Context: an optimization exercise on an open-source flow, tuned for small area, a short achievable clock period and few clock cycles per item. The choices shown serve that exercise and are no tape-out recipe. Only simulation tests tie the RTL to the original design; equivalence was not proved. No activity file was given, so power comes from the tool's default toggle rates.

## flow/config.mk

```make
export PLATFORM = sky130hd
export DESIGN_NAME = scb_bank
export DESIGN_NICKNAME = scb_bank
export VERILOG_FILES = /design/flow/design.v
export SDC_FILE = /design/flow/constraint.sdc
export NUM_CORES = 4
export LEC_CHECK = 0
export ABC_AREA = 1
export CAP_MARGIN = 20
export CORE_MARGIN = 2
export CORE_UTILIZATION = 40
export CTS_BUF_LIST = sky130_fd_sc_hd__clkbuf_2 sky130_fd_sc_hd__clkbuf_4
export CTS_CLUSTER_SIZE = 40
export SLEW_MARGIN = 20
```

## flow/constraint.sdc

```tcl
create_clock -name core_clock -period 50.0 [get_ports {clk}]
set_input_delay 10.0000 -clock core_clock [delete_from_list [all_inputs] [get_ports {clk}]]
set_output_delay 10.0000 -clock core_clock [all_outputs]
set_load 0.01 [all_outputs]
```

## flow/design.v

```verilog
module scb_bank (
    input  wire         clk,
    input  wire         rst,           
    input  wire         cmd_valid,
    output wire         cmd_ready,
    input  wire [2:0]   cmd_op,
    input  wire [7:0]   cmd_id,
    input  wire [15:0]  cmd_val,
    input  wire [253:0] cmd_bank,
    output reg          rsp_valid,
    output wire [7:0]   rsp_status,
    output wire [7:0]   rsp_detail,
    output reg  [14:0]  rsp_value,
    output reg  [4:0]   rsp_index,
    output wire [253:0] rsp_bank
);
    localparam [2:0] OP_LOAD = 3'd0, OP_STORE = 3'd1, OP_GET = 3'd2, OP_SET = 3'd3,
                     OP_INC  = 3'd4, OP_ISFULL = 3'd5, OP_TOTAL = 3'd6, OP_FINDMAX = 3'd7;
    reg  [253:0] nbank;
    wire [253:0] bank = ~nbank;
    assign rsp_bank = bank;
    reg       ready_r;
    reg       v0;
    reg [2:0] op0;
    reg [4:0] id0;
    reg       idbad0;
    reg [9:0] val0;
    reg       vbad0;
    assign cmd_ready = ready_r;
    wire acc      = cmd_valid & ready_r;
    wire load_now = acc & (cmd_op == OP_LOAD);
    always @(posedge clk) begin
        if (rst) begin
            v0      <= 1'b0;
            ready_r <= 1'b1;
        end else begin
            v0      <= acc;
            ready_r <= ~(acc & (cmd_op == OP_STORE));
        end
        op0    <= cmd_op;
        id0    <= cmd_id[4:0];
        idbad0 <= (cmd_id > 8'd24);
        val0   <= cmd_val[9:0];
        vbad0  <= |cmd_val[15:10];
    end
    reg [9:0] cur;
    integer i;
    always @(*) begin
        cur = 10'd0;
        for (i = 0; i < 25; i = i + 1)
            if (id0 == i)
                cur = cur | bank[10*i +: 10];
    end
    wire sat = &cur;
    wire inc_ok = v0 & (op0 == OP_INC) & ~idbad0 & ~sat;
    wire set_ok = v0 & (op0 == OP_SET) & ~idbad0 & ~vbad0;
    wire we     = inc_ok | set_ok;
    wire [9:0] wdata = op0[2] ? cur + 10'd1 : val0;
    wire ts251, tc252, ts255, tc256, ts259, tc260, ts263, tc264, ts267, tc268, ts271, tc272;
    wire ts275, tc276, ts279, tc280, ts283, tc284, ts287, tc288, ts291, tc292, ts295, tc296;
    wire ts299, tc300, ts303, tc304, ts307, tc308, ts311, tc312, ts315, tc316, ts319, tc320;
    wire ts323, tc324, ts327, tc328, ts331, tc332, ts335, tc336, ts339, tc340, ts343, tc344;
    wire ts347, tc348, ts351, tc352, ts355, tc356, ts359, tc360, ts363, tc364, ts367, tc368;
    wire ts371, tc372, ts375, tc376, ts379, tc380, ts383, tc384, ts387, tc388, ts391, tc392;
    wire ts395, tc396, ts399, tc400, ts403, tc404, ts407, tc408, ts411, tc412, ts415, tc416;
    wire ts419, tc420, ts423, tc424, ts427, tc428, ts431, tc432, ts435, tc436, ts439, tc440;
    wire ts443, tc444, ts447, tc448, ts451, tc452, ts455, tc456, ts459, tc460, ts463, tc464;
    wire ts467, tc468, ts471, tc472, ts475, tc476, ts479, tc480, ts483, tc484, ts487, tc488;
    wire ts491, tc492, ts495, tc496, ts499, tc500, ts503, tc504, ts507, tc508, ts511, tc512;
    wire ts515, tc516, ts519, tc520, ts523, tc524, ts527, tc528, ts531, tc532, ts535, tc536;
    wire ts539, tc540, ts543, tc544, ts547, tc548, ts551, tc552, ts555, tc556, ts559, tc560;
    wire ts563, tc564, ts567, tc568, ts571, tc572, ts575, tc576, ts579, tc580, ts583, tc584;
    wire ts587, tc588, ts591, tc592, ts595, tc596, ts599, tc600, ts603, tc604, ts607, tc608;
    wire ts611, tc612, ts615, tc616, ts619, tc620, ts623, tc624, ts627, tc628, ts631, tc632;
    wire ts635, tc636, ts639, tc640, ts643, tc644, ts647, tc648, ts651, tc652, ts655, tc656;
    wire ts659, tc660, ts663, tc664, ts667, tc668, ts671, tc672, ts675, tc676, ts679, tc680;
    wire ts683, tc684, ts687, tc688, ts691, tc692, ts695, tc696, ts699, tc700, ts703, tc704;
    wire ts707, tc708, ts711, tc712, ts715, tc716, ts719, tc720, ts723, tc724, ts727, tc728;
    wire ts731, tc732, ts735, tc736, ts739, tc740, ts743, tc744, ts747, tc748, ts751, tc752;
    wire ts755, tc756, ts759, tc760, ts763, tc764, ts767, tc768, ts771, tc772, ts775, tc776;
    wire ts779, tc780, ts783, tc784, ts787, tc788, ts791, tc792, ts795, tc796, ts799, tc800;
    wire ts803, tc804, ts807, tc808, ts811, tc812, ts815, tc816, ts819, tc820, ts823, tc824;
    wire ts827, tc828, ts831, tc832, ts835, tc836, ts839, tc840, ts843, tc844, ts847, tc848;
    wire ts851, tc852, ts855, tc856, ts859, tc860, ts863, tc864, ts867, tc868, ts871, tc872;
    wire ts875, tc876, ts879, tc880, ts883, tc884, ts887, tc888, ts891, tc892, ts895, tc896;
    wire ts899, tc900, ts903, tc904, ts907, tc908, ts911, tc912, ts915, tc916, ts919, tc920;
    wire ts923, tc924, ts927, tc928, ts931, tc932, ts935, tc936, ts939, tc940, ts943, tc944;
    wire ts947, tc948, ts951, tc952, ts955, tc956, ts959, tc960, ts963, tc964, ts967, tc968;
    wire ts971, tc972, ts975, tc976, ts979, tc980, ts983, tc984, ts987, tc988, ts991, tc992;
    wire ts995, tc996, ts999, tc1000, ts1003, tc1004, ts1007, tc1008, ts1011, tc1012, ts1015, tc1016;
    wire ts1019, tc1020, ts1023, tc1024, ts1027, tc1028, ts1031, tc1032, ts1035, tc1036, ts1039, tc1040;
    wire ts1043, tc1044, ts1047, tc1048, ts1051, tc1052, ts1055, tc1056, ts1059, tc1060, ts1063, tc1064;
    wire ts1067, tc1068, ts1071, tc1072, ts1075, tc1076, ts1079, tc1080, ts1083, tc1084, ts1087, tc1088;
    wire ts1091, tc1092, ts1095, tc1096, ts1099, tc1100, ts1103, tc1104, ts1107, tc1108, ts1111, tc1112;
    wire ts1115, tc1116, ts1119, tc1120, ts1123, tc1124, ts1127, tc1128, ts1131, tc1132, ts1135, tc1136;
    wire ts1139, tc1140, ts1143, tc1144, ts1147, tc1148, ts1151, tc1152, ts1155, tc1156, ts1159, tc1160;
    wire ts1163, tc1164, ts1167, tc1168, ts1171, tc1172, ts1175, tc1176, ts1179, tc1180, ts1183, tc1184;
    wire ts1187, tc1188, ts1191, tc1192, ts1195, tc1196, ts1199, tc1200, ts1203, tc1204, ts1207, tc1208;
    assign ts251 = nbank[0] ^ nbank[10] ^ nbank[20];
    assign tc252 = (nbank[0] & nbank[10]) | (nbank[0] & nbank[20]) | (nbank[10] & nbank[20]);
    assign ts255 = nbank[30] ^ nbank[40] ^ nbank[50];
    assign tc256 = (nbank[30] & nbank[40]) | (nbank[30] & nbank[50]) | (nbank[40] & nbank[50]);
    assign ts259 = nbank[60] ^ nbank[70] ^ nbank[80];
    assign tc260 = (nbank[60] & nbank[70]) | (nbank[60] & nbank[80]) | (nbank[70] & nbank[80]);
    assign ts263 = nbank[90] ^ nbank[100] ^ nbank[110];
    assign tc264 = (nbank[90] & nbank[100]) | (nbank[90] & nbank[110]) | (nbank[100] & nbank[110]);
    assign ts267 = nbank[120] ^ nbank[130] ^ nbank[140];
    assign tc268 = (nbank[120] & nbank[130]) | (nbank[120] & nbank[140]) | (nbank[130] & nbank[140]);
    assign ts271 = nbank[150] ^ nbank[160] ^ nbank[170];
    assign tc272 = (nbank[150] & nbank[160]) | (nbank[150] & nbank[170]) | (nbank[160] & nbank[170]);
    assign ts275 = nbank[180] ^ nbank[190] ^ nbank[200];
    assign tc276 = (nbank[180] & nbank[190]) | (nbank[180] & nbank[200]) | (nbank[190] & nbank[200]);
    assign ts279 = nbank[210] ^ nbank[220] ^ nbank[230];
    assign tc280 = (nbank[210] & nbank[220]) | (nbank[210] & nbank[230]) | (nbank[220] & nbank[230]);
    assign ts283 = nbank[240] ^ ts251 ^ ts255;
    assign tc284 = (nbank[240] & ts251) | (nbank[240] & ts255) | (ts251 & ts255);
    assign ts287 = ts259 ^ ts263 ^ ts267;
    assign tc288 = (ts259 & ts263) | (ts259 & ts267) | (ts263 & ts267);
    assign ts291 = ts271 ^ ts275 ^ ts279;
    assign tc292 = (ts271 & ts275) | (ts271 & ts279) | (ts275 & ts279);
    assign ts295 = ts283 ^ ts287 ^ ts291;
    assign tc296 = (ts283 & ts287) | (ts283 & ts291) | (ts287 & ts291);
    assign ts299 = nbank[1] ^ nbank[11] ^ nbank[21];
    assign tc300 = (nbank[1] & nbank[11]) | (nbank[1] & nbank[21]) | (nbank[11] & nbank[21]);
    assign ts303 = nbank[31] ^ nbank[41] ^ nbank[51];
    assign tc304 = (nbank[31] & nbank[41]) | (nbank[31] & nbank[51]) | (nbank[41] & nbank[51]);
    assign ts307 = nbank[61] ^ nbank[71] ^ nbank[81];
    assign tc308 = (nbank[61] & nbank[71]) | (nbank[61] & nbank[81]) | (nbank[71] & nbank[81]);
    assign ts311 = nbank[91] ^ nbank[101] ^ nbank[111];
    assign tc312 = (nbank[91] & nbank[101]) | (nbank[91] & nbank[111]) | (nbank[101] & nbank[111]);
    assign ts315 = nbank[121] ^ nbank[131] ^ nbank[141];
    assign tc316 = (nbank[121] & nbank[131]) | (nbank[121] & nbank[141]) | (nbank[131] & nbank[141]);
    assign ts319 = nbank[151] ^ nbank[161] ^ nbank[171];
    assign tc320 = (nbank[151] & nbank[161]) | (nbank[151] & nbank[171]) | (nbank[161] & nbank[171]);
    assign ts323 = nbank[181] ^ nbank[191] ^ nbank[201];
    assign tc324 = (nbank[181] & nbank[191]) | (nbank[181] & nbank[201]) | (nbank[191] & nbank[201]);
    assign ts327 = nbank[211] ^ nbank[221] ^ nbank[231];
    assign tc328 = (nbank[211] & nbank[221]) | (nbank[211] & nbank[231]) | (nbank[221] & nbank[231]);
    assign ts331 = nbank[241] ^ tc252 ^ tc256;
    assign tc332 = (nbank[241] & tc252) | (nbank[241] & tc256) | (tc252 & tc256);
    assign ts335 = tc260 ^ tc264 ^ tc268;
    assign tc336 = (tc260 & tc264) | (tc260 & tc268) | (tc264 & tc268);
    assign ts339 = tc272 ^ tc276 ^ tc280;
    assign tc340 = (tc272 & tc276) | (tc272 & tc280) | (tc276 & tc280);
    assign ts343 = ts299 ^ ts303 ^ ts307;
    assign tc344 = (ts299 & ts303) | (ts299 & ts307) | (ts303 & ts307);
    assign ts347 = ts311 ^ ts315 ^ ts319;
    assign tc348 = (ts311 & ts315) | (ts311 & ts319) | (ts315 & ts319);
    assign ts351 = ts323 ^ ts327 ^ tc284;
    assign tc352 = (ts323 & ts327) | (ts323 & tc284) | (ts327 & tc284);
    assign ts355 = tc288 ^ tc292 ^ ts331;
    assign tc356 = (tc288 & tc292) | (tc288 & ts331) | (tc292 & ts331);
    assign ts359 = ts335 ^ ts339 ^ ts343;
    assign tc360 = (ts335 & ts339) | (ts335 & ts343) | (ts339 & ts343);
    assign ts363 = ts347 ^ tc296 ^ ts351;
    assign tc364 = (ts347 & tc296) | (ts347 & ts351) | (tc296 & ts351);
    assign ts367 = ts355 ^ ts359 ^ ts363;
    assign tc368 = (ts355 & ts359) | (ts355 & ts363) | (ts359 & ts363);
    assign ts371 = nbank[2] ^ nbank[12] ^ nbank[22];
    assign tc372 = (nbank[2] & nbank[12]) | (nbank[2] & nbank[22]) | (nbank[12] & nbank[22]);
    assign ts375 = nbank[32] ^ nbank[42] ^ nbank[52];
    assign tc376 = (nbank[32] & nbank[42]) | (nbank[32] & nbank[52]) | (nbank[42] & nbank[52]);
    assign ts379 = nbank[62] ^ nbank[72] ^ nbank[82];
    assign tc380 = (nbank[62] & nbank[72]) | (nbank[62] & nbank[82]) | (nbank[72] & nbank[82]);
    assign ts383 = nbank[92] ^ nbank[102] ^ nbank[112];
    assign tc384 = (nbank[92] & nbank[102]) | (nbank[92] & nbank[112]) | (nbank[102] & nbank[112]);
    assign ts387 = nbank[122] ^ nbank[132] ^ nbank[142];
    assign tc388 = (nbank[122] & nbank[132]) | (nbank[122] & nbank[142]) | (nbank[132] & nbank[142]);
    assign ts391 = nbank[152] ^ nbank[162] ^ nbank[172];
    assign tc392 = (nbank[152] & nbank[162]) | (nbank[152] & nbank[172]) | (nbank[162] & nbank[172]);
    assign ts395 = nbank[182] ^ nbank[192] ^ nbank[202];
    assign tc396 = (nbank[182] & nbank[192]) | (nbank[182] & nbank[202]) | (nbank[192] & nbank[202]);
    assign ts399 = nbank[212] ^ nbank[222] ^ nbank[232];
    assign tc400 = (nbank[212] & nbank[222]) | (nbank[212] & nbank[232]) | (nbank[222] & nbank[232]);
    assign ts403 = nbank[242] ^ tc300 ^ tc304;
    assign tc404 = (nbank[242] & tc300) | (nbank[242] & tc304) | (tc300 & tc304);
    assign ts407 = tc308 ^ tc312 ^ tc316;
    assign tc408 = (tc308 & tc312) | (tc308 & tc316) | (tc312 & tc316);
    assign ts411 = tc320 ^ tc324 ^ tc328;
    assign tc412 = (tc320 & tc324) | (tc320 & tc328) | (tc324 & tc328);
    assign ts415 = ts371 ^ ts375 ^ ts379;
    assign tc416 = (ts371 & ts375) | (ts371 & ts379) | (ts375 & ts379);
    assign ts419 = ts383 ^ ts387 ^ ts391;
    assign tc420 = (ts383 & ts387) | (ts383 & ts391) | (ts387 & ts391);
    assign ts423 = ts395 ^ ts399 ^ tc332;
    assign tc424 = (ts395 & ts399) | (ts395 & tc332) | (ts399 & tc332);
    assign ts427 = tc336 ^ tc340 ^ tc344;
    assign tc428 = (tc336 & tc340) | (tc336 & tc344) | (tc340 & tc344);
    assign ts431 = tc348 ^ ts403 ^ ts407;
    assign tc432 = (tc348 & ts403) | (tc348 & ts407) | (ts403 & ts407);
    assign ts435 = ts411 ^ ts415 ^ ts419;
    assign tc436 = (ts411 & ts415) | (ts411 & ts419) | (ts415 & ts419);
    assign ts439 = tc352 ^ tc356 ^ ts423;
    assign tc440 = (tc352 & tc356) | (tc352 & ts423) | (tc356 & ts423);
    assign ts443 = tc360 ^ ts427 ^ ts431;
    assign tc444 = (tc360 & ts427) | (tc360 & ts431) | (ts427 & ts431);
    assign ts447 = ts435 ^ tc364 ^ ts439;
    assign tc448 = (ts435 & tc364) | (ts435 & ts439) | (tc364 & ts439);
    assign ts451 = ts443 ^ tc368 ^ ts447;
    assign tc452 = (ts443 & tc368) | (ts443 & ts447) | (tc368 & ts447);
    assign ts455 = nbank[3] ^ nbank[13] ^ nbank[23];
    assign tc456 = (nbank[3] & nbank[13]) | (nbank[3] & nbank[23]) | (nbank[13] & nbank[23]);
    assign ts459 = nbank[33] ^ nbank[43] ^ nbank[53];
    assign tc460 = (nbank[33] & nbank[43]) | (nbank[33] & nbank[53]) | (nbank[43] & nbank[53]);
    assign ts463 = nbank[63] ^ nbank[73] ^ nbank[83];
    assign tc464 = (nbank[63] & nbank[73]) | (nbank[63] & nbank[83]) | (nbank[73] & nbank[83]);
    assign ts467 = nbank[93] ^ nbank[103] ^ nbank[113];
    assign tc468 = (nbank[93] & nbank[103]) | (nbank[93] & nbank[113]) | (nbank[103] & nbank[113]);
    assign ts471 = nbank[123] ^ nbank[133] ^ nbank[143];
    assign tc472 = (nbank[123] & nbank[133]) | (nbank[123] & nbank[143]) | (nbank[133] & nbank[143]);
    assign ts475 = nbank[153] ^ nbank[163] ^ nbank[173];
    assign tc476 = (nbank[153] & nbank[163]) | (nbank[153] & nbank[173]) | (nbank[163] & nbank[173]);
    assign ts479 = nbank[183] ^ nbank[193] ^ nbank[203];
    assign tc480 = (nbank[183] & nbank[193]) | (nbank[183] & nbank[203]) | (nbank[193] & nbank[203]);
    assign ts483 = nbank[213] ^ nbank[223] ^ nbank[233];
    assign tc484 = (nbank[213] & nbank[223]) | (nbank[213] & nbank[233]) | (nbank[223] & nbank[233]);
    assign ts487 = nbank[243] ^ tc372 ^ tc376;
    assign tc488 = (nbank[243] & tc372) | (nbank[243] & tc376) | (tc372 & tc376);
    assign ts491 = tc380 ^ tc384 ^ tc388;
    assign tc492 = (tc380 & tc384) | (tc380 & tc388) | (tc384 & tc388);
    assign ts495 = tc392 ^ tc396 ^ tc400;
    assign tc496 = (tc392 & tc396) | (tc392 & tc400) | (tc396 & tc400);
    assign ts499 = ts455 ^ ts459 ^ ts463;
    assign tc500 = (ts455 & ts459) | (ts455 & ts463) | (ts459 & ts463);
    assign ts503 = ts467 ^ ts471 ^ ts475;
    assign tc504 = (ts467 & ts471) | (ts467 & ts475) | (ts471 & ts475);
    assign ts507 = ts479 ^ ts483 ^ tc404;
    assign tc508 = (ts479 & ts483) | (ts479 & tc404) | (ts483 & tc404);
    assign ts511 = tc408 ^ tc412 ^ tc416;
    assign tc512 = (tc408 & tc412) | (tc408 & tc416) | (tc412 & tc416);
    assign ts515 = tc420 ^ ts487 ^ ts491;
    assign tc516 = (tc420 & ts487) | (tc420 & ts491) | (ts487 & ts491);
    assign ts519 = ts495 ^ ts499 ^ ts503;
    assign tc520 = (ts495 & ts499) | (ts495 & ts503) | (ts499 & ts503);
    assign ts523 = tc424 ^ tc428 ^ tc432;
    assign tc524 = (tc424 & tc428) | (tc424 & tc432) | (tc428 & tc432);
    assign ts527 = ts507 ^ tc436 ^ ts511;
    assign tc528 = (ts507 & tc436) | (ts507 & ts511) | (tc436 & ts511);
    assign ts531 = ts515 ^ ts519 ^ tc440;
    assign tc532 = (ts515 & ts519) | (ts515 & tc440) | (ts519 & tc440);
    assign ts535 = tc444 ^ ts523 ^ ts527;
    assign tc536 = (tc444 & ts523) | (tc444 & ts527) | (ts523 & ts527);
    assign ts539 = tc448 ^ ts531 ^ ts535;
    assign tc540 = (tc448 & ts531) | (tc448 & ts535) | (ts531 & ts535);
    assign ts543 = ~(tc452 ^ ts539);
    assign tc544 = tc452 | ts539;
    assign ts547 = nbank[4] ^ nbank[14] ^ nbank[24];
    assign tc548 = (nbank[4] & nbank[14]) | (nbank[4] & nbank[24]) | (nbank[14] & nbank[24]);
    assign ts551 = nbank[34] ^ nbank[44] ^ nbank[54];
    assign tc552 = (nbank[34] & nbank[44]) | (nbank[34] & nbank[54]) | (nbank[44] & nbank[54]);
    assign ts555 = nbank[64] ^ nbank[74] ^ nbank[84];
    assign tc556 = (nbank[64] & nbank[74]) | (nbank[64] & nbank[84]) | (nbank[74] & nbank[84]);
    assign ts559 = nbank[94] ^ nbank[104] ^ nbank[114];
    assign tc560 = (nbank[94] & nbank[104]) | (nbank[94] & nbank[114]) | (nbank[104] & nbank[114]);
    assign ts563 = nbank[124] ^ nbank[134] ^ nbank[144];
    assign tc564 = (nbank[124] & nbank[134]) | (nbank[124] & nbank[144]) | (nbank[134] & nbank[144]);
    assign ts567 = nbank[154] ^ nbank[164] ^ nbank[174];
    assign tc568 = (nbank[154] & nbank[164]) | (nbank[154] & nbank[174]) | (nbank[164] & nbank[174]);
    assign ts571 = nbank[184] ^ nbank[194] ^ nbank[204];
    assign tc572 = (nbank[184] & nbank[194]) | (nbank[184] & nbank[204]) | (nbank[194] & nbank[204]);
    assign ts575 = nbank[214] ^ nbank[224] ^ nbank[234];
    assign tc576 = (nbank[214] & nbank[224]) | (nbank[214] & nbank[234]) | (nbank[224] & nbank[234]);
    assign ts579 = nbank[244] ^ tc456 ^ tc460;
    assign tc580 = (nbank[244] & tc456) | (nbank[244] & tc460) | (tc456 & tc460);
    assign ts583 = tc464 ^ tc468 ^ tc472;
    assign tc584 = (tc464 & tc468) | (tc464 & tc472) | (tc468 & tc472);
    assign ts587 = tc476 ^ tc480 ^ tc484;
    assign tc588 = (tc476 & tc480) | (tc476 & tc484) | (tc480 & tc484);
    assign ts591 = ts547 ^ ts551 ^ ts555;
    assign tc592 = (ts547 & ts551) | (ts547 & ts555) | (ts551 & ts555);
    assign ts595 = ts559 ^ ts563 ^ ts567;
    assign tc596 = (ts559 & ts563) | (ts559 & ts567) | (ts563 & ts567);
    assign ts599 = ts571 ^ ts575 ^ tc488;
    assign tc600 = (ts571 & ts575) | (ts571 & tc488) | (ts575 & tc488);
    assign ts603 = tc492 ^ tc496 ^ tc500;
    assign tc604 = (tc492 & tc496) | (tc492 & tc500) | (tc496 & tc500);
    assign ts607 = tc504 ^ ts579 ^ ts583;
    assign tc608 = (tc504 & ts579) | (tc504 & ts583) | (ts579 & ts583);
    assign ts611 = ts587 ^ ts591 ^ ts595;
    assign tc612 = (ts587 & ts591) | (ts587 & ts595) | (ts591 & ts595);
    assign ts615 = tc508 ^ tc512 ^ tc516;
    assign tc616 = (tc508 & tc512) | (tc508 & tc516) | (tc512 & tc516);
    assign ts619 = ts599 ^ tc520 ^ ts603;
    assign tc620 = (ts599 & tc520) | (ts599 & ts603) | (tc520 & ts603);
    assign ts623 = ts607 ^ ts611 ^ tc524;
    assign tc624 = (ts607 & ts611) | (ts607 & tc524) | (ts611 & tc524);
    assign ts627 = tc528 ^ ts615 ^ ts619;
    assign tc628 = (tc528 & ts615) | (tc528 & ts619) | (ts615 & ts619);
    assign ts631 = tc532 ^ ts623 ^ tc536;
    assign tc632 = (tc532 & ts623) | (tc532 & tc536) | (ts623 & tc536);
    assign ts635 = ts627 ^ tc540 ^ ts631;
    assign tc636 = (ts627 & tc540) | (ts627 & ts631) | (tc540 & ts631);
    assign ts639 = ~(tc544 ^ ts635);
    assign tc640 = tc544 | ts635;
    assign ts643 = nbank[5] ^ nbank[15] ^ nbank[25];
    assign tc644 = (nbank[5] & nbank[15]) | (nbank[5] & nbank[25]) | (nbank[15] & nbank[25]);
    assign ts647 = nbank[35] ^ nbank[45] ^ nbank[55];
    assign tc648 = (nbank[35] & nbank[45]) | (nbank[35] & nbank[55]) | (nbank[45] & nbank[55]);
    assign ts651 = nbank[65] ^ nbank[75] ^ nbank[85];
    assign tc652 = (nbank[65] & nbank[75]) | (nbank[65] & nbank[85]) | (nbank[75] & nbank[85]);
    assign ts655 = nbank[95] ^ nbank[105] ^ nbank[115];
    assign tc656 = (nbank[95] & nbank[105]) | (nbank[95] & nbank[115]) | (nbank[105] & nbank[115]);
    assign ts659 = nbank[125] ^ nbank[135] ^ nbank[145];
    assign tc660 = (nbank[125] & nbank[135]) | (nbank[125] & nbank[145]) | (nbank[135] & nbank[145]);
    assign ts663 = nbank[155] ^ nbank[165] ^ nbank[175];
    assign tc664 = (nbank[155] & nbank[165]) | (nbank[155] & nbank[175]) | (nbank[165] & nbank[175]);
    assign ts667 = nbank[185] ^ nbank[195] ^ nbank[205];
    assign tc668 = (nbank[185] & nbank[195]) | (nbank[185] & nbank[205]) | (nbank[195] & nbank[205]);
    assign ts671 = nbank[215] ^ nbank[225] ^ nbank[235];
    assign tc672 = (nbank[215] & nbank[225]) | (nbank[215] & nbank[235]) | (nbank[225] & nbank[235]);
    assign ts675 = nbank[245] ^ tc548 ^ tc552;
    assign tc676 = (nbank[245] & tc548) | (nbank[245] & tc552) | (tc548 & tc552);
    assign ts679 = tc556 ^ tc560 ^ tc564;
    assign tc680 = (tc556 & tc560) | (tc556 & tc564) | (tc560 & tc564);
    assign ts683 = tc568 ^ tc572 ^ tc576;
    assign tc684 = (tc568 & tc572) | (tc568 & tc576) | (tc572 & tc576);
    assign ts687 = ts643 ^ ts647 ^ ts651;
    assign tc688 = (ts643 & ts647) | (ts643 & ts651) | (ts647 & ts651);
    assign ts691 = ts655 ^ ts659 ^ ts663;
    assign tc692 = (ts655 & ts659) | (ts655 & ts663) | (ts659 & ts663);
    assign ts695 = ts667 ^ ts671 ^ tc580;
    assign tc696 = (ts667 & ts671) | (ts667 & tc580) | (ts671 & tc580);
    assign ts699 = tc584 ^ tc588 ^ tc592;
    assign tc700 = (tc584 & tc588) | (tc584 & tc592) | (tc588 & tc592);
    assign ts703 = tc596 ^ ts675 ^ ts679;
    assign tc704 = (tc596 & ts675) | (tc596 & ts679) | (ts675 & ts679);
    assign ts707 = ts683 ^ ts687 ^ ts691;
    assign tc708 = (ts683 & ts687) | (ts683 & ts691) | (ts687 & ts691);
    assign ts711 = tc600 ^ tc604 ^ tc608;
    assign tc712 = (tc600 & tc604) | (tc600 & tc608) | (tc604 & tc608);
    assign ts715 = ts695 ^ tc612 ^ ts699;
    assign tc716 = (ts695 & tc612) | (ts695 & ts699) | (tc612 & ts699);
    assign ts719 = ts703 ^ ts707 ^ tc616;
    assign tc720 = (ts703 & ts707) | (ts703 & tc616) | (ts707 & tc616);
    assign ts723 = tc620 ^ ts711 ^ ts715;
    assign tc724 = (tc620 & ts711) | (tc620 & ts715) | (ts711 & ts715);
    assign ts727 = tc624 ^ ts719 ^ tc628;
    assign tc728 = (tc624 & ts719) | (tc624 & tc628) | (ts719 & tc628);
    assign ts731 = ts723 ^ tc632 ^ ts727;
    assign tc732 = (ts723 & tc632) | (ts723 & ts727) | (tc632 & ts727);
    assign ts735 = tc636 ^ ts731 ^ tc640;
    assign tc736 = (tc636 & ts731) | (tc636 & tc640) | (ts731 & tc640);
    assign ts739 = nbank[6] ^ nbank[16] ^ nbank[26];
    assign tc740 = (nbank[6] & nbank[16]) | (nbank[6] & nbank[26]) | (nbank[16] & nbank[26]);
    assign ts743 = nbank[36] ^ nbank[46] ^ nbank[56];
    assign tc744 = (nbank[36] & nbank[46]) | (nbank[36] & nbank[56]) | (nbank[46] & nbank[56]);
    assign ts747 = nbank[66] ^ nbank[76] ^ nbank[86];
    assign tc748 = (nbank[66] & nbank[76]) | (nbank[66] & nbank[86]) | (nbank[76] & nbank[86]);
    assign ts751 = nbank[96] ^ nbank[106] ^ nbank[116];
    assign tc752 = (nbank[96] & nbank[106]) | (nbank[96] & nbank[116]) | (nbank[106] & nbank[116]);
    assign ts755 = nbank[126] ^ nbank[136] ^ nbank[146];
    assign tc756 = (nbank[126] & nbank[136]) | (nbank[126] & nbank[146]) | (nbank[136] & nbank[146]);
    assign ts759 = nbank[156] ^ nbank[166] ^ nbank[176];
    assign tc760 = (nbank[156] & nbank[166]) | (nbank[156] & nbank[176]) | (nbank[166] & nbank[176]);
    assign ts763 = nbank[186] ^ nbank[196] ^ nbank[206];
    assign tc764 = (nbank[186] & nbank[196]) | (nbank[186] & nbank[206]) | (nbank[196] & nbank[206]);
    assign ts767 = nbank[216] ^ nbank[226] ^ nbank[236];
    assign tc768 = (nbank[216] & nbank[226]) | (nbank[216] & nbank[236]) | (nbank[226] & nbank[236]);
    assign ts771 = nbank[246] ^ tc644 ^ tc648;
    assign tc772 = (nbank[246] & tc644) | (nbank[246] & tc648) | (tc644 & tc648);
    assign ts775 = tc652 ^ tc656 ^ tc660;
    assign tc776 = (tc652 & tc656) | (tc652 & tc660) | (tc656 & tc660);
    assign ts779 = tc664 ^ tc668 ^ tc672;
    assign tc780 = (tc664 & tc668) | (tc664 & tc672) | (tc668 & tc672);
    assign ts783 = ts739 ^ ts743 ^ ts747;
    assign tc784 = (ts739 & ts743) | (ts739 & ts747) | (ts743 & ts747);
    assign ts787 = ts751 ^ ts755 ^ ts759;
    assign tc788 = (ts751 & ts755) | (ts751 & ts759) | (ts755 & ts759);
    assign ts791 = ts763 ^ ts767 ^ tc676;
    assign tc792 = (ts763 & ts767) | (ts763 & tc676) | (ts767 & tc676);
    assign ts795 = tc680 ^ tc684 ^ tc688;
    assign tc796 = (tc680 & tc684) | (tc680 & tc688) | (tc684 & tc688);
    assign ts799 = tc692 ^ ts771 ^ ts775;
    assign tc800 = (tc692 & ts771) | (tc692 & ts775) | (ts771 & ts775);
    assign ts803 = ts779 ^ ts783 ^ ts787;
    assign tc804 = (ts779 & ts783) | (ts779 & ts787) | (ts783 & ts787);
    assign ts807 = tc696 ^ tc700 ^ tc704;
    assign tc808 = (tc696 & tc700) | (tc696 & tc704) | (tc700 & tc704);
    assign ts811 = ts791 ^ tc708 ^ ts795;
    assign tc812 = (ts791 & tc708) | (ts791 & ts795) | (tc708 & ts795);
    assign ts815 = ts799 ^ ts803 ^ tc712;
    assign tc816 = (ts799 & ts803) | (ts799 & tc712) | (ts803 & tc712);
    assign ts819 = tc716 ^ ts807 ^ ts811;
    assign tc820 = (tc716 & ts807) | (tc716 & ts811) | (ts807 & ts811);
    assign ts823 = tc720 ^ ts815 ^ tc724;
    assign tc824 = (tc720 & ts815) | (tc720 & tc724) | (ts815 & tc724);
    assign ts827 = ts819 ^ tc728 ^ ts823;
    assign tc828 = (ts819 & tc728) | (ts819 & ts823) | (tc728 & ts823);
    assign ts831 = tc732 ^ ts827 ^ tc736;
    assign tc832 = (tc732 & ts827) | (tc732 & tc736) | (ts827 & tc736);
    assign ts835 = nbank[7] ^ nbank[17] ^ nbank[27];
    assign tc836 = (nbank[7] & nbank[17]) | (nbank[7] & nbank[27]) | (nbank[17] & nbank[27]);
    assign ts839 = nbank[37] ^ nbank[47] ^ nbank[57];
    assign tc840 = (nbank[37] & nbank[47]) | (nbank[37] & nbank[57]) | (nbank[47] & nbank[57]);
    assign ts843 = nbank[67] ^ nbank[77] ^ nbank[87];
    assign tc844 = (nbank[67] & nbank[77]) | (nbank[67] & nbank[87]) | (nbank[77] & nbank[87]);
    assign ts847 = nbank[97] ^ nbank[107] ^ nbank[117];
    assign tc848 = (nbank[97] & nbank[107]) | (nbank[97] & nbank[117]) | (nbank[107] & nbank[117]);
    assign ts851 = nbank[127] ^ nbank[137] ^ nbank[147];
    assign tc852 = (nbank[127] & nbank[137]) | (nbank[127] & nbank[147]) | (nbank[137] & nbank[147]);
    assign ts855 = nbank[157] ^ nbank[167] ^ nbank[177];
    assign tc856 = (nbank[157] & nbank[167]) | (nbank[157] & nbank[177]) | (nbank[167] & nbank[177]);
    assign ts859 = nbank[187] ^ nbank[197] ^ nbank[207];
    assign tc860 = (nbank[187] & nbank[197]) | (nbank[187] & nbank[207]) | (nbank[197] & nbank[207]);
    assign ts863 = nbank[217] ^ nbank[227] ^ nbank[237];
    assign tc864 = (nbank[217] & nbank[227]) | (nbank[217] & nbank[237]) | (nbank[227] & nbank[237]);
    assign ts867 = nbank[247] ^ tc740 ^ tc744;
    assign tc868 = (nbank[247] & tc740) | (nbank[247] & tc744) | (tc740 & tc744);
    assign ts871 = tc748 ^ tc752 ^ tc756;
    assign tc872 = (tc748 & tc752) | (tc748 & tc756) | (tc752 & tc756);
    assign ts875 = tc760 ^ tc764 ^ tc768;
    assign tc876 = (tc760 & tc764) | (tc760 & tc768) | (tc764 & tc768);
    assign ts879 = ts835 ^ ts839 ^ ts843;
    assign tc880 = (ts835 & ts839) | (ts835 & ts843) | (ts839 & ts843);
    assign ts883 = ts847 ^ ts851 ^ ts855;
    assign tc884 = (ts847 & ts851) | (ts847 & ts855) | (ts851 & ts855);
    assign ts887 = ts859 ^ ts863 ^ tc772;
    assign tc888 = (ts859 & ts863) | (ts859 & tc772) | (ts863 & tc772);
    assign ts891 = tc776 ^ tc780 ^ tc784;
    assign tc892 = (tc776 & tc780) | (tc776 & tc784) | (tc780 & tc784);
    assign ts895 = tc788 ^ ts867 ^ ts871;
    assign tc896 = (tc788 & ts867) | (tc788 & ts871) | (ts867 & ts871);
    assign ts899 = ts875 ^ ts879 ^ ts883;
    assign tc900 = (ts875 & ts879) | (ts875 & ts883) | (ts879 & ts883);
    assign ts903 = tc792 ^ tc796 ^ tc800;
    assign tc904 = (tc792 & tc796) | (tc792 & tc800) | (tc796 & tc800);
    assign ts907 = ts887 ^ tc804 ^ ts891;
    assign tc908 = (ts887 & tc804) | (ts887 & ts891) | (tc804 & ts891);
    assign ts911 = ts895 ^ ts899 ^ tc808;
    assign tc912 = (ts895 & ts899) | (ts895 & tc808) | (ts899 & tc808);
    assign ts915 = tc812 ^ ts903 ^ ts907;
    assign tc916 = (tc812 & ts903) | (tc812 & ts907) | (ts903 & ts907);
    assign ts919 = tc816 ^ ts911 ^ tc820;
    assign tc920 = (tc816 & ts911) | (tc816 & tc820) | (ts911 & tc820);
    assign ts923 = ts915 ^ tc824 ^ ts919;
    assign tc924 = (ts915 & tc824) | (ts915 & ts919) | (tc824 & ts919);
    assign ts927 = tc828 ^ ts923 ^ tc832;
    assign tc928 = (tc828 & ts923) | (tc828 & tc832) | (ts923 & tc832);
    assign ts931 = nbank[8] ^ nbank[18] ^ nbank[28];
    assign tc932 = (nbank[8] & nbank[18]) | (nbank[8] & nbank[28]) | (nbank[18] & nbank[28]);
    assign ts935 = nbank[38] ^ nbank[48] ^ nbank[58];
    assign tc936 = (nbank[38] & nbank[48]) | (nbank[38] & nbank[58]) | (nbank[48] & nbank[58]);
    assign ts939 = nbank[68] ^ nbank[78] ^ nbank[88];
    assign tc940 = (nbank[68] & nbank[78]) | (nbank[68] & nbank[88]) | (nbank[78] & nbank[88]);
    assign ts943 = nbank[98] ^ nbank[108] ^ nbank[118];
    assign tc944 = (nbank[98] & nbank[108]) | (nbank[98] & nbank[118]) | (nbank[108] & nbank[118]);
    assign ts947 = nbank[128] ^ nbank[138] ^ nbank[148];
    assign tc948 = (nbank[128] & nbank[138]) | (nbank[128] & nbank[148]) | (nbank[138] & nbank[148]);
    assign ts951 = nbank[158] ^ nbank[168] ^ nbank[178];
    assign tc952 = (nbank[158] & nbank[168]) | (nbank[158] & nbank[178]) | (nbank[168] & nbank[178]);
    assign ts955 = nbank[188] ^ nbank[198] ^ nbank[208];
    assign tc956 = (nbank[188] & nbank[198]) | (nbank[188] & nbank[208]) | (nbank[198] & nbank[208]);
    assign ts959 = nbank[218] ^ nbank[228] ^ nbank[238];
    assign tc960 = (nbank[218] & nbank[228]) | (nbank[218] & nbank[238]) | (nbank[228] & nbank[238]);
    assign ts963 = nbank[248] ^ tc836 ^ tc840;
    assign tc964 = (nbank[248] & tc836) | (nbank[248] & tc840) | (tc836 & tc840);
    assign ts967 = tc844 ^ tc848 ^ tc852;
    assign tc968 = (tc844 & tc848) | (tc844 & tc852) | (tc848 & tc852);
    assign ts971 = tc856 ^ tc860 ^ tc864;
    assign tc972 = (tc856 & tc860) | (tc856 & tc864) | (tc860 & tc864);
    assign ts975 = ts931 ^ ts935 ^ ts939;
    assign tc976 = (ts931 & ts935) | (ts931 & ts939) | (ts935 & ts939);
    assign ts979 = ts943 ^ ts947 ^ ts951;
    assign tc980 = (ts943 & ts947) | (ts943 & ts951) | (ts947 & ts951);
    assign ts983 = ts955 ^ ts959 ^ tc868;
    assign tc984 = (ts955 & ts959) | (ts955 & tc868) | (ts959 & tc868);
    assign ts987 = tc872 ^ tc876 ^ tc880;
    assign tc988 = (tc872 & tc876) | (tc872 & tc880) | (tc876 & tc880);
    assign ts991 = tc884 ^ ts963 ^ ts967;
    assign tc992 = (tc884 & ts963) | (tc884 & ts967) | (ts963 & ts967);
    assign ts995 = ts971 ^ ts975 ^ ts979;
    assign tc996 = (ts971 & ts975) | (ts971 & ts979) | (ts975 & ts979);
    assign ts999 = tc888 ^ tc892 ^ tc896;
    assign tc1000 = (tc888 & tc892) | (tc888 & tc896) | (tc892 & tc896);
    assign ts1003 = ts983 ^ tc900 ^ ts987;
    assign tc1004 = (ts983 & tc900) | (ts983 & ts987) | (tc900 & ts987);
    assign ts1007 = ts991 ^ ts995 ^ tc904;
    assign tc1008 = (ts991 & ts995) | (ts991 & tc904) | (ts995 & tc904);
    assign ts1011 = tc908 ^ ts999 ^ ts1003;
    assign tc1012 = (tc908 & ts999) | (tc908 & ts1003) | (ts999 & ts1003);
    assign ts1015 = tc912 ^ ts1007 ^ tc916;
    assign tc1016 = (tc912 & ts1007) | (tc912 & tc916) | (ts1007 & tc916);
    assign ts1019 = ts1011 ^ tc920 ^ ts1015;
    assign tc1020 = (ts1011 & tc920) | (ts1011 & ts1015) | (tc920 & ts1015);
    assign ts1023 = tc924 ^ ts1019 ^ tc928;
    assign tc1024 = (tc924 & ts1019) | (tc924 & tc928) | (ts1019 & tc928);
    assign ts1027 = nbank[9] ^ nbank[19] ^ nbank[29];
    assign tc1028 = (nbank[9] & nbank[19]) | (nbank[9] & nbank[29]) | (nbank[19] & nbank[29]);
    assign ts1031 = nbank[39] ^ nbank[49] ^ nbank[59];
    assign tc1032 = (nbank[39] & nbank[49]) | (nbank[39] & nbank[59]) | (nbank[49] & nbank[59]);
    assign ts1035 = nbank[69] ^ nbank[79] ^ nbank[89];
    assign tc1036 = (nbank[69] & nbank[79]) | (nbank[69] & nbank[89]) | (nbank[79] & nbank[89]);
    assign ts1039 = nbank[99] ^ nbank[109] ^ nbank[119];
    assign tc1040 = (nbank[99] & nbank[109]) | (nbank[99] & nbank[119]) | (nbank[109] & nbank[119]);
    assign ts1043 = nbank[129] ^ nbank[139] ^ nbank[149];
    assign tc1044 = (nbank[129] & nbank[139]) | (nbank[129] & nbank[149]) | (nbank[139] & nbank[149]);
    assign ts1047 = nbank[159] ^ nbank[169] ^ nbank[179];
    assign tc1048 = (nbank[159] & nbank[169]) | (nbank[159] & nbank[179]) | (nbank[169] & nbank[179]);
    assign ts1051 = nbank[189] ^ nbank[199] ^ nbank[209];
    assign tc1052 = (nbank[189] & nbank[199]) | (nbank[189] & nbank[209]) | (nbank[199] & nbank[209]);
    assign ts1055 = nbank[219] ^ nbank[229] ^ nbank[239];
    assign tc1056 = (nbank[219] & nbank[229]) | (nbank[219] & nbank[239]) | (nbank[229] & nbank[239]);
    assign ts1059 = nbank[249] ^ tc932 ^ tc936;
    assign tc1060 = (nbank[249] & tc932) | (nbank[249] & tc936) | (tc932 & tc936);
    assign ts1063 = tc940 ^ tc944 ^ tc948;
    assign tc1064 = (tc940 & tc944) | (tc940 & tc948) | (tc944 & tc948);
    assign ts1067 = tc952 ^ tc956 ^ tc960;
    assign tc1068 = (tc952 & tc956) | (tc952 & tc960) | (tc956 & tc960);
    assign ts1071 = ts1027 ^ ts1031 ^ ts1035;
    assign tc1072 = (ts1027 & ts1031) | (ts1027 & ts1035) | (ts1031 & ts1035);
    assign ts1075 = ts1039 ^ ts1043 ^ ts1047;
    assign tc1076 = (ts1039 & ts1043) | (ts1039 & ts1047) | (ts1043 & ts1047);
    assign ts1079 = ts1051 ^ ts1055 ^ tc964;
    assign tc1080 = (ts1051 & ts1055) | (ts1051 & tc964) | (ts1055 & tc964);
    assign ts1083 = tc968 ^ tc972 ^ tc976;
    assign tc1084 = (tc968 & tc972) | (tc968 & tc976) | (tc972 & tc976);
    assign ts1087 = tc980 ^ ts1059 ^ ts1063;
    assign tc1088 = (tc980 & ts1059) | (tc980 & ts1063) | (ts1059 & ts1063);
    assign ts1091 = ts1067 ^ ts1071 ^ ts1075;
    assign tc1092 = (ts1067 & ts1071) | (ts1067 & ts1075) | (ts1071 & ts1075);
    assign ts1095 = tc984 ^ tc988 ^ tc992;
    assign tc1096 = (tc984 & tc988) | (tc984 & tc992) | (tc988 & tc992);
    assign ts1099 = ts1079 ^ tc996 ^ ts1083;
    assign tc1100 = (ts1079 & tc996) | (ts1079 & ts1083) | (tc996 & ts1083);
    assign ts1103 = ts1087 ^ ts1091 ^ tc1000;
    assign tc1104 = (ts1087 & ts1091) | (ts1087 & tc1000) | (ts1091 & tc1000);
    assign ts1107 = tc1004 ^ ts1095 ^ ts1099;
    assign tc1108 = (tc1004 & ts1095) | (tc1004 & ts1099) | (ts1095 & ts1099);
    assign ts1111 = tc1008 ^ ts1103 ^ tc1012;
    assign tc1112 = (tc1008 & ts1103) | (tc1008 & tc1012) | (ts1103 & tc1012);
    assign ts1115 = ts1107 ^ tc1016 ^ ts1111;
    assign tc1116 = (ts1107 & tc1016) | (ts1107 & ts1111) | (tc1016 & ts1111);
    assign ts1119 = tc1020 ^ ts1115 ^ tc1024;
    assign tc1120 = (tc1020 & ts1115) | (tc1020 & tc1024) | (ts1115 & tc1024);
    assign ts1123 = tc1028 ^ tc1032 ^ tc1036;
    assign tc1124 = (tc1028 & tc1032) | (tc1028 & tc1036) | (tc1032 & tc1036);
    assign ts1127 = tc1040 ^ tc1044 ^ tc1048;
    assign tc1128 = (tc1040 & tc1044) | (tc1040 & tc1048) | (tc1044 & tc1048);
    assign ts1131 = tc1052 ^ tc1056 ^ tc1060;
    assign tc1132 = (tc1052 & tc1056) | (tc1052 & tc1060) | (tc1056 & tc1060);
    assign ts1135 = tc1064 ^ tc1068 ^ tc1072;
    assign tc1136 = (tc1064 & tc1068) | (tc1064 & tc1072) | (tc1068 & tc1072);
    assign ts1139 = tc1076 ^ ts1123 ^ ts1127;
    assign tc1140 = (tc1076 & ts1123) | (tc1076 & ts1127) | (ts1123 & ts1127);
    assign ts1143 = tc1080 ^ tc1084 ^ tc1088;
    assign tc1144 = (tc1080 & tc1084) | (tc1080 & tc1088) | (tc1084 & tc1088);
    assign ts1147 = ts1131 ^ tc1092 ^ ts1135;
    assign tc1148 = (ts1131 & tc1092) | (ts1131 & ts1135) | (tc1092 & ts1135);
    assign ts1151 = ts1139 ^ tc1096 ^ tc1100;
    assign tc1152 = (ts1139 & tc1096) | (ts1139 & tc1100) | (tc1096 & tc1100);
    assign ts1155 = ts1143 ^ ts1147 ^ tc1104;
    assign tc1156 = (ts1143 & ts1147) | (ts1143 & tc1104) | (ts1147 & tc1104);
    assign ts1159 = tc1108 ^ ts1151 ^ ts1155;
    assign tc1160 = (tc1108 & ts1151) | (tc1108 & ts1155) | (ts1151 & ts1155);
    assign ts1163 = tc1112 ^ ts1159 ^ tc1116;
    assign tc1164 = (tc1112 & ts1159) | (tc1112 & tc1116) | (ts1159 & tc1116);
    assign ts1167 = ~(ts1163 ^ tc1120);
    assign tc1168 = ts1163 | tc1120;
    assign ts1171 = tc1124 ^ tc1128 ^ tc1132;
    assign tc1172 = (tc1124 & tc1128) | (tc1124 & tc1132) | (tc1128 & tc1132);
    assign ts1175 = tc1136 ^ tc1140 ^ tc1144;
    assign tc1176 = (tc1136 & tc1140) | (tc1136 & tc1144) | (tc1140 & tc1144);
    assign ts1179 = ts1171 ^ tc1148 ^ tc1152;
    assign tc1180 = (ts1171 & tc1148) | (ts1171 & tc1152) | (tc1148 & tc1152);
    assign ts1183 = ts1175 ^ tc1156 ^ ts1179;
    assign tc1184 = (ts1175 & tc1156) | (ts1175 & ts1179) | (tc1156 & ts1179);
    assign ts1187 = tc1160 ^ ts1183 ^ tc1164;
    assign tc1188 = (tc1160 & ts1183) | (tc1160 & tc1164) | (ts1183 & tc1164);
    assign ts1191 = ~(ts1187 ^ tc1168);
    assign tc1192 = ts1187 | tc1168;
    assign ts1195 = tc1172 ^ tc1176 ^ tc1180;
    assign tc1196 = (tc1172 & tc1176) | (tc1172 & tc1180) | (tc1176 & tc1180);
    assign ts1199 = tc1184 ^ ts1195 ^ tc1188;
    assign tc1200 = (tc1184 & ts1195) | (tc1184 & tc1188) | (ts1195 & tc1188);
    assign ts1203 = ~(ts1199 ^ tc1192);
    assign tc1204 = ts1199 | tc1192;
    assign ts1207 = tc1196 ^ tc1200 ^ tc1204;
    assign tc1208 = (tc1196 & tc1200) | (tc1196 & tc1204) | (tc1200 & tc1204);
    wire [14:0] total = ~{tc1208, ts1207, ts1203, ts1191, ts1167, ts1119, ts1023, ts927, ts831, ts735, ts639, ts543, ts451, ts367, ts295};
    reg [24:0] cand, hit;
    reg [9:0]  max_v;
    reg [4:0]  max_i;
    integer b;
    always @(*) begin
        cand = {25{1'b1}};
        for (b = 9; b >= 0; b = b - 1) begin
            for (i = 0; i < 25; i = i + 1)
                hit[i] = cand[i] & bank[10*i + b];
            max_v[b] = |hit;
            if (|hit)
                cand = hit;
        end
        max_i = 5'd0;
        for (i = 24; i >= 0; i = i - 1)
            if (cand[i])
                max_i = i;
    end
    reg [24:0] wr, hd;
    wire ld = load_now & ~rst;
    always @(*) begin
        for (i = 0; i < 25; i = i + 1) begin
            wr[i] = ~rst & ~load_now & we & (id0 == i);
            hd[i] = ~rst & ~load_now & ~(we & (id0 == i));
        end
    end
    wire hs = ~rst & ~load_now;
    reg [253:0] nbank_d;
    always @(*) begin
        for (i = 0; i < 25; i = i + 1)
            nbank_d[10*i +: 10] = ~(({10{ld}} & cmd_bank[10*i +: 10]) |
                                    ({10{wr[i]}} & wdata) |
                                    ({10{hd[i]}} & bank[10*i +: 10]));
        nbank_d[253:250] = ~(({4{ld}} & cmd_bank[253:250]) | ({4{hs}} & bank[253:250]));
    end
    always @(posedge clk)
        nbank <= nbank_d;
    wire id_op   = (op0 == OP_GET) | (op0 == OP_SET) | (op0 == OP_INC) | (op0 == OP_ISFULL);
    wire e_range = idbad0 & id_op;
    wire e_val   = ~idbad0 & (op0 == OP_SET) & vbad0;
    wire e_sat   = ~idbad0 & (op0 == OP_INC) & sat;
    reg [1:0] st;
    reg [2:0] dt;
    assign rsp_status = {6'd0, st};
    assign rsp_detail = {5'd0, dt};
    always @(posedge clk) begin
        rsp_valid <= ~rst & v0;
        st <= {e_range, e_range | e_val | e_sat};
        dt <= {e_sat, e_val, e_range | e_val};
        case (op0)
            OP_ISFULL:  rsp_value <= {14'd0, sat};
            OP_TOTAL:   rsp_value <= total;
            OP_FINDMAX: rsp_value <= {5'd0, max_v};
            default:    rsp_value <= {5'd0, cur};
        endcase
        rsp_index <= max_i;
    end
endmodule
```

## flow/flow/run.sh

```bash
#!/bin/bash
# Standard ORFS layout, with two changes to how it is made:
#  - ports are buffered with sky130_fd_sc_hd__buf_1 instead of the buffer
#    buffer_ports picks by itself (clkdlybuf4s50_1);
#  - repair_timing is asked to keep a setup slack margin, so the resizer works
#    on the critical paths although the 50 ns clock is met with a wide margin.
# The design, clock period and constraints are the standard flow's, unchanged.
set -euo pipefail
export BUFFER_PORTS_ARGS="-buffer_cell sky130_fd_sc_hd__buf_1"
export SETUP_SLACK_MARGIN=38.5
bash standard.sh > standard.log 2>&1
```

## flow/standard.sh

```bash
#!/bin/bash
# synth_recipe.tcl (not shown) runs the flow's synth.tcl, then flattens the netlist and writes it again
# the make line also repeats each setting of config.mk as NAME=value (left out here)
make -C /OpenROAD-flow-scripts/flow DESIGN_CONFIG=/design/flow/config.mk WORK_HOME=/design/flow/orfs CLKGATE_MAP_FILE= SYNTH_SCRIPT=/design/flow/synth_recipe.tcl "${@:-finish}"
```

==> flow_summary.yaml, run 1 <==
drt:
  ant_nets: 0
  wl_per_cell_microns: 27.5
  drtIter0Drc: 3842
  post-route-drc-count: 0
  routed_wl_microns: 138000
  vias: 29400
  dr.pass1.iters: 9
  vias_per_cell: 5.89
timing:
  fin_skew_ps: 95.2
  setup_viol: 0
  fin_setup_tns_ps: 0
  finalCriticalPeriod_ps: 11600
  rsz0062_at_grt: "true"
  clock.fmax_mhz: 86.2
  hold_viol: 0
  setup_slack_ps: 38400
  slew_viol_final: 0
  period_share_pct: 23.2
  slew-limit-headroom_pct: 10.1
  tightest_slew_ps: 1330
setup_path:
  crit_path_end_kind: "register"
  reg2reg_from: "nbank[9]"
  required_ps: 50690
  cp.arrival_ps: 12290
  reg2reg_depth: 76
  r2r_slack_ps: 38730
  cp_max_fo: 25
  startpoint_type: "input port"
  path_class: "input port to register"
  timing.rr.end: "rsp_index[3]"
place:
  place_area_sq_um: 26900
  dpl.hpwl_microns: 106000
  io_buffers: 564
  gp_routability_congestion: 1.06
  pre_cts_ws_ps: 35330
  place_inst: 4574
die:
  start_util_pct: 40.2
  die_w_microns: 250
  coreArea_sq_um: 60100
  die_h_microns: 250
  ios: 576
  fp-row-count: 90
  die_area_sq_um: 62500
worst_hold_path:
  min_from: "vbad0"
  hold_class: "register to register"
  min_to: "dt[1]"
  worstHoldPathCells: 2
clocking:
  clkTransAtPathRegs_ps: 60
  cts.sinks: 302
  ctsRootBufferMaster: "clkbuf_4"
  clockBufferDepth: 3
  cts_max_level: 3
  numCtsBuffers: 89
  cts_tree: "done"
  insertion_delay_ps: 930
grt:
  grt_pass1_vias: 27700
  grt_max_degree: 77
  grt_pass1_wl_microns: 189000
  grt-ovfl-total: 0
  gr-usage-all-layers_pct: 41.9
  grt_antenna_before_repair: 3
synthesis:
  yosysSeqAreaShare_pct: 25.0
  synth.distinct_cells: 44
  synthCells: 3317
  async_reset_ff_share_pct: 0
  synthesis.area_sq_um: 24200
  synth_warnings: 1
  ys_seq_elements: 302
  syn_avg_cell_area_sq_um: 7.29
  synthFlopType: "dfxtp_1"
  synth_edf_count: 0
power:
  power_mw: 1.36
  powerDensity_nw_per_um2: 41.2
  ir_drop_mv: 0.0283
  p_leak_nw: 16.1
finish:
  fill_cells: 6045
  layoutNonFillerInstCount: 4999
  fin_area_sq_um: 32900
  drive_gt1_share_pct: 31.5
  area_growth_syn_to_layout_pct: 36.2
  nets: 4680
job:
  maxCapViolations: 0
run_status:
  outcome: "complete, no violations"
[logic make-up after synthesis]
group | count (synthesis) | synth area share (%)
XOR/XNOR | 4 | 0.145
AND/OR/NAND/NOR | 1481 | 26.4
other | 1 | 0.0155
flip-flops | 302 | 25.0
adder cells (fa/ha/maj) | 245 | 20.0
buffers and inverters | 759 | 12.8
AO/OA/AOI/OAI | 525 | 15.7
[routing by layer]
layer	routed length, microns	global-route usage, %
met1	49400	51.1
met2	61800	66.9
met3	15100	9.94
met4	11200	25.8
met5	0	0
[power breakdown]
part | internal, mW | switching [mW] | total (mW)
Combinational | 0.299 | 0.572 | 0.871
Clock | 0.111 | 0.122 | 0.233
Sequential | 0.246 | 0.00756 | 0.253
[synthesized netlist by cell type, drive strengths merged, types with 10 or more instances]
library cell    n  area [sq um]
o22ai          53           332
nand3b         21           158
a21oi          92           460
dfxtp         302          6050
clkbuf         62           233
ha             10           125
o21ai          78           390
nand3         351          1760
nand2         660          2550
clkinv         14          52.6
nor2          418          1720
a221oi        267          2340
nand4          14          87.6
fa            235          4700
buf            63           494
inv           620          2330
[critical path: stages]
cell	delay, ps
buf_1	190
inv_1	410
nand2_8	220
inv_4	340
nand2_8	250
nor2_2	650
a221oi_1	160
[area by class of cell]
type                       count  area (sq um)  area share [%]
antenna                        5          12.5          0.0380
clock buffer                 119           893            2.71
clock inverter                33           151           0.459
inverter                     634          2640            8.00
multi-input combinational   2307         16400            49.8
sequential                   302          6630            20.1
tap                          782           978            2.97
timing repair buffer         817          5230            15.9
[state kept, by name (all words and copies together) (netlist names)]
register and cells:
op0 3, nbank 254, rsp_index 5, id0 5
ready_r 1, idbad0 1, val0 10, v0 1
rsp_valid 1, dt 3, rsp_value 15, st 2
vbad0 1
[per-stage QoR]
stage	util (%)	hold WS [ps]
3_5_place_dp	44.7	460
3_3_place_gp	44.7	465
4_1_cts	51.5	474
5_1_grt	54.8	499
6_report	54.8	472
2_1_floorplan	-	425
[worst max-delay path by stage]
stage                               to  cells past startpoint       start  slack (ps)
after floorplan              nbank[76]                      6   cmd_op[0]       38500
after global placement    rsp_index[0]                     85   nbank[69]       35440
after detailed placement  rsp_index[0]                     85   nbank[69]       35330
after CTS                 rsp_index[0]                     91   nbank[79]       38350
after global routing      rsp_index[0]                     93  nbank[199]       38170
final                        nbank[44]                      7         rst       38400
[what timing repair did]
action                                 4_1_cts  5_1_grt
pin swaps                                   29       61
gates resized for setup                   1024      270
gates cloned                                25       19
endpoints found under the hold margin        0        0
setup endpoints to repair                  511      100
hold buffers                                 0        0
setup buffers                              150       74
[placed cells by master (no fill, tap or decap), types with 12 or more instances in the layout]
cell type / synthesis / final
buf_1: 2 / 319
nand3b_1: 21 / 21
nor2_1: 398 / 351
fa_1: 235 / 235
o22ai_1: 53 / 53
inv_1: 608 / 374
nand2_1: 641 / 615
a21oi_1: 92 / 90
nand3_1: 350 / 290
nand3_2: 1 / 61
buf_4: 40 / 239
dfxtp_4: 0 / 126
nor2_4: 10 / 55
nor2_2: 6 / 38
dfxtp_1: 302 / 89
clkinv_1: 14 / 35
buf_6: 13 / 78
o21ai_0: 71 / 60
dfxtp_2: 0 / 87
clkbuf_4: 0 / 119
inv_4: 0 / 83
nand2_2: 14 / 25
inv_2: 12 / 154
a221oi_1: 267 / 267
nand2_8: 0 / 12
buf_2: 8 / 139
nand4_1: 14 / 14
buf_12: 0 / 24
nand2_4: 5 / 19
Testbench counts, summed over its fixed seeds: cycles 16,527, commands 16,000.
==> run 2, diff against run 1 <==
--- a/flow/flow/run.sh
+++ b/flow/flow/run.sh
@@ -8,4 +8,4 @@
 set -euo pipefail
 export BUFFER_PORTS_ARGS="-buffer_cell sky130_fd_sc_hd__buf_1"
-export SETUP_SLACK_MARGIN=38.5
+export SETUP_SLACK_MARGIN=38
 bash standard.sh > standard.log 2>&1
--- a/flow/config.mk
+++ b/flow/config.mk
@@ -10,5 +10,3 @@
 export CORE_MARGIN = 2
 export CORE_UTILIZATION = 40
-export CTS_BUF_LIST = sky130_fd_sc_hd__clkbuf_2 sky130_fd_sc_hd__clkbuf_4
-export CTS_CLUSTER_SIZE = 40
 export SLEW_MARGIN = 20
==> flow_summary.yaml, run 2 <==
run_status:
  outcome: "complete, no violations"
drt:
  vias: 27600
  drtIter0Drc: 3788
  vias_per_cell: 5.85
  top_layer: "met4"
  dr.pass1.iters: 8
  post-route-drc-count: 0
  dr_wl_met2_microns: 59000
  met1_length_microns: 48500
  wl_per_cell_microns: 27.6
  routed_wl_microns: 130000
  ant_nets: 0
  met3_length_microns: 14100
die:
  ios: 576
  start_util_pct: 40.2
  coreArea_sq_um: 60100
  fp-row-count: 90
  die_h_microns: 250
  die_area_sq_um: 62500
  die_w_microns: 250
timing:
  slew-limit-headroom_pct: 24.8
  fin_setup_tns_ps: 0
  setup_slack_ps: 38030
  slew_viol_final: 0
  finalCriticalPeriod_ps: 11970
  rsz0062_at_grt: "true"
  hold_viol: 0
  fin_skew_ps: 21.8
  tightest_slew_ps: 1130
  period_share_pct: 23.9
  setup_viol: 0
  clock.fmax_mhz: 83.5
clocking:
  numCtsBuffers: 38
  clockBufferDepth: 3
  cts_hold_buf: 0
  cts_tree: "done"
  insertion_delay_ps: 580
  cts.sinks: 302
  cts_max_level: 2
  clkTransAtPathRegs_ps: 60
  ctsRootBufferMaster: "clkbuf_16"
grt:
  grt_pass1_wl_microns: 182000
  grt-ovfl-total: 0
  grt_pass1_vias: 26000
  grt_max_degree: 98
  gr-usage-all-layers_pct: 40.2
  grt_antenna_before_repair: 1
setup_path:
  cp_max_fo: 29
  crit_path_end_kind: "register"
  path_class: "input port to register"
  required_ps: 50460
  cp.arrival_ps: 12430
  startpoint_type: "input port"
finish:
  largest-register: "nbank"
  fin_util_pct: 48.9
  largest_reg_flops: 254
  final_common_cell: "nand2_1"
  nets: 4436
  drive_gt1_share_pct: 7.14
  layout_common_cells: "nand2_1, inv_1, buf_1, nor2_1, nand3_1"
  fill_cells: 6282
  area_growth_syn_to_layout_pct: 21.7
  n_antenna_cell: 0
  reg.largest.list: "nbank (254), rsp_value (15), val0 (10)"
synthesis:
  synthFlopType: "dfxtp_1"
  ys_top_cells_by_area: "dfxtp_1, fa_1, nand2_1, a221oi_1, inv_1"
  synthesis.area_sq_um: 24200
  yosysSeqAreaShare_pct: 25.0
  ys_seq_elements: 302
  synth_warnings: 1
  async_reset_ff_share_pct: 0
  synth_top_cell_area_share_pct: 25.0
  synth_edf_count: 0
  synth.distinct_cells: 44
  synth.largest_area_cell: "dfxtp_1"
  synthCells: 3317
  synth_most_common_cell: "nand2_1"
  syn_avg_cell_area_sq_um: 7.29
  synth_common_cells: "nand2_1, inv_1, nor2_1, nand3_1, dfxtp_1"
power:
  p_leak_nw: 14.7
  ir_drop_mv: 0.0330
  powerDensity_nw_per_um2: 45.7
place:
  dpl.hpwl_microns: 106000
  gp_routability_congestion: 1.03
  pre_cts_ws_ps: 35720
  io_buffers: 564
worst_hold_path:
  hold_class: "register to register"
job:
  maxCapViolations: 0
[run 2: cell counts after synthesis]
Identical to the previous run, type by type.
[run 2: critical path, stage by stage]
cell and delay (ps):
buf_1 110, or4_1 580, nand2_1 150, buf_12 210, inv_4 160, nand2_2 120
buf_8 260, nor2_1 220, inv_2 200, nor2_1 60, a221oi_1 290
[run 2: cells by family (layout without fill, tap and decap cells)]
family                     Yosys count  in the layout  synth area share (%)
and+or+nand+nor                   1481           1503                  26.4
buffers and inverters              759           1344                  12.8
AOI/OAI and AO/OA                  525            525                  15.7
DFF                                302            302                  25.0
adders and majority gates          245            245                  20.0
xor gates and xnor gates             4              4                 0.145
other                                1             11                0.0155
[run 2: where the power goes]
| group | internal, mW | leakage (nW) | switching [mW] | total [mW] |
|---|---|---|---|---|
| combinational | 0.256 | 11.6 | 0.526 | 0.782 |
| clock | 0.184 | 0.654 | 0.121 | 0.305 |
| sequential | 0.251 | 2.46 | 0.00761 | 0.258 |
[run 2: through the flow]
stage	hold slack, ps	power [mW]	cells	cell area, sq um
2_1_floorplan	425	0.774	3327	24200
3_3_place_gp	460	0.934	4578	26900
3_5_place_dp	466	0.937	4578	26900
4_1_cts	478	1.28	4684	28800
5_1_grt	509	1.43	4716	29400
6_report	474	1.34	4716	29400
[run 2: cell type report]
class	count	area, sq um	share of cell area (%)
timing repair buffer	643	3000	10.2
clock inverter	14	211	0.718
clock buffer	53	1130	3.84
multi-input combinational	2288	15700	53.2
sequential	302	6060	20.6
tap	782	978	3.32
inverter	634	2380	8.09
[run 2: final timing paths]
path / startpoint / to / slack [ps] / cells after the start
setup reg to reg: nbank[89] / rsp_index[3] / 38580 / 73
hold reg to reg: ready_r / v0 / 470 / 2
hold / removal: ready_r / v0 / 470 / 2
setup / recovery: cmd_op[1] / nbank[7] / 38030 / 11
[run 2: timing repair]
item	4_1_cts	5_1_grt
endpoints found under the hold margin	0	0
cloned	14	9
gates resized for setup	44	79
pin swaps	18	31
setup buffers	25	23
setup endpoints to repair	213	134
[run 2: metal layers]
layer	global-route usage, %	vias up
li1	-	12100
met1	50.3	13300
met2	64.3	1893
met3	9.66	376
met4	21.5	0
met5	0	-

## what the ideal ports hide
The results above use ideal ports. As a check the final layouts listed here were re-extracted and re-timed, cells and wires unchanged. Step 1 sets driving cells, clkbuf_16 on the clock port and buf_2 on the other inputs (assumed; they add their load-dependent delay and slew). Step 2 adds t to the input delays and takes it off the output delays; t is the mean of the earliest and latest rising clock arrival at the registers after step 1. Input paths then give back, and output paths get back, about the clock's delay inside the block. Slacks: ideal / step 1 / step 2; pairs: ideal / step 1.
run | shift t [ns] | setup slack, ns | worst setup path after step 2 | worst slew at a driven data input, ns
run 1 | 0.952 | 38.405 / 38.437 / 37.496 | input to register | 0.05
run 2 | 0.632 | 38.026 / 38.070 / 37.438 | input to register | 0.07
After both steps every run listed still meets setup and hold. The setup slack of run 1, which loses most, moves by +0.032 ns with the drivers and by -0.909 ns with both steps.
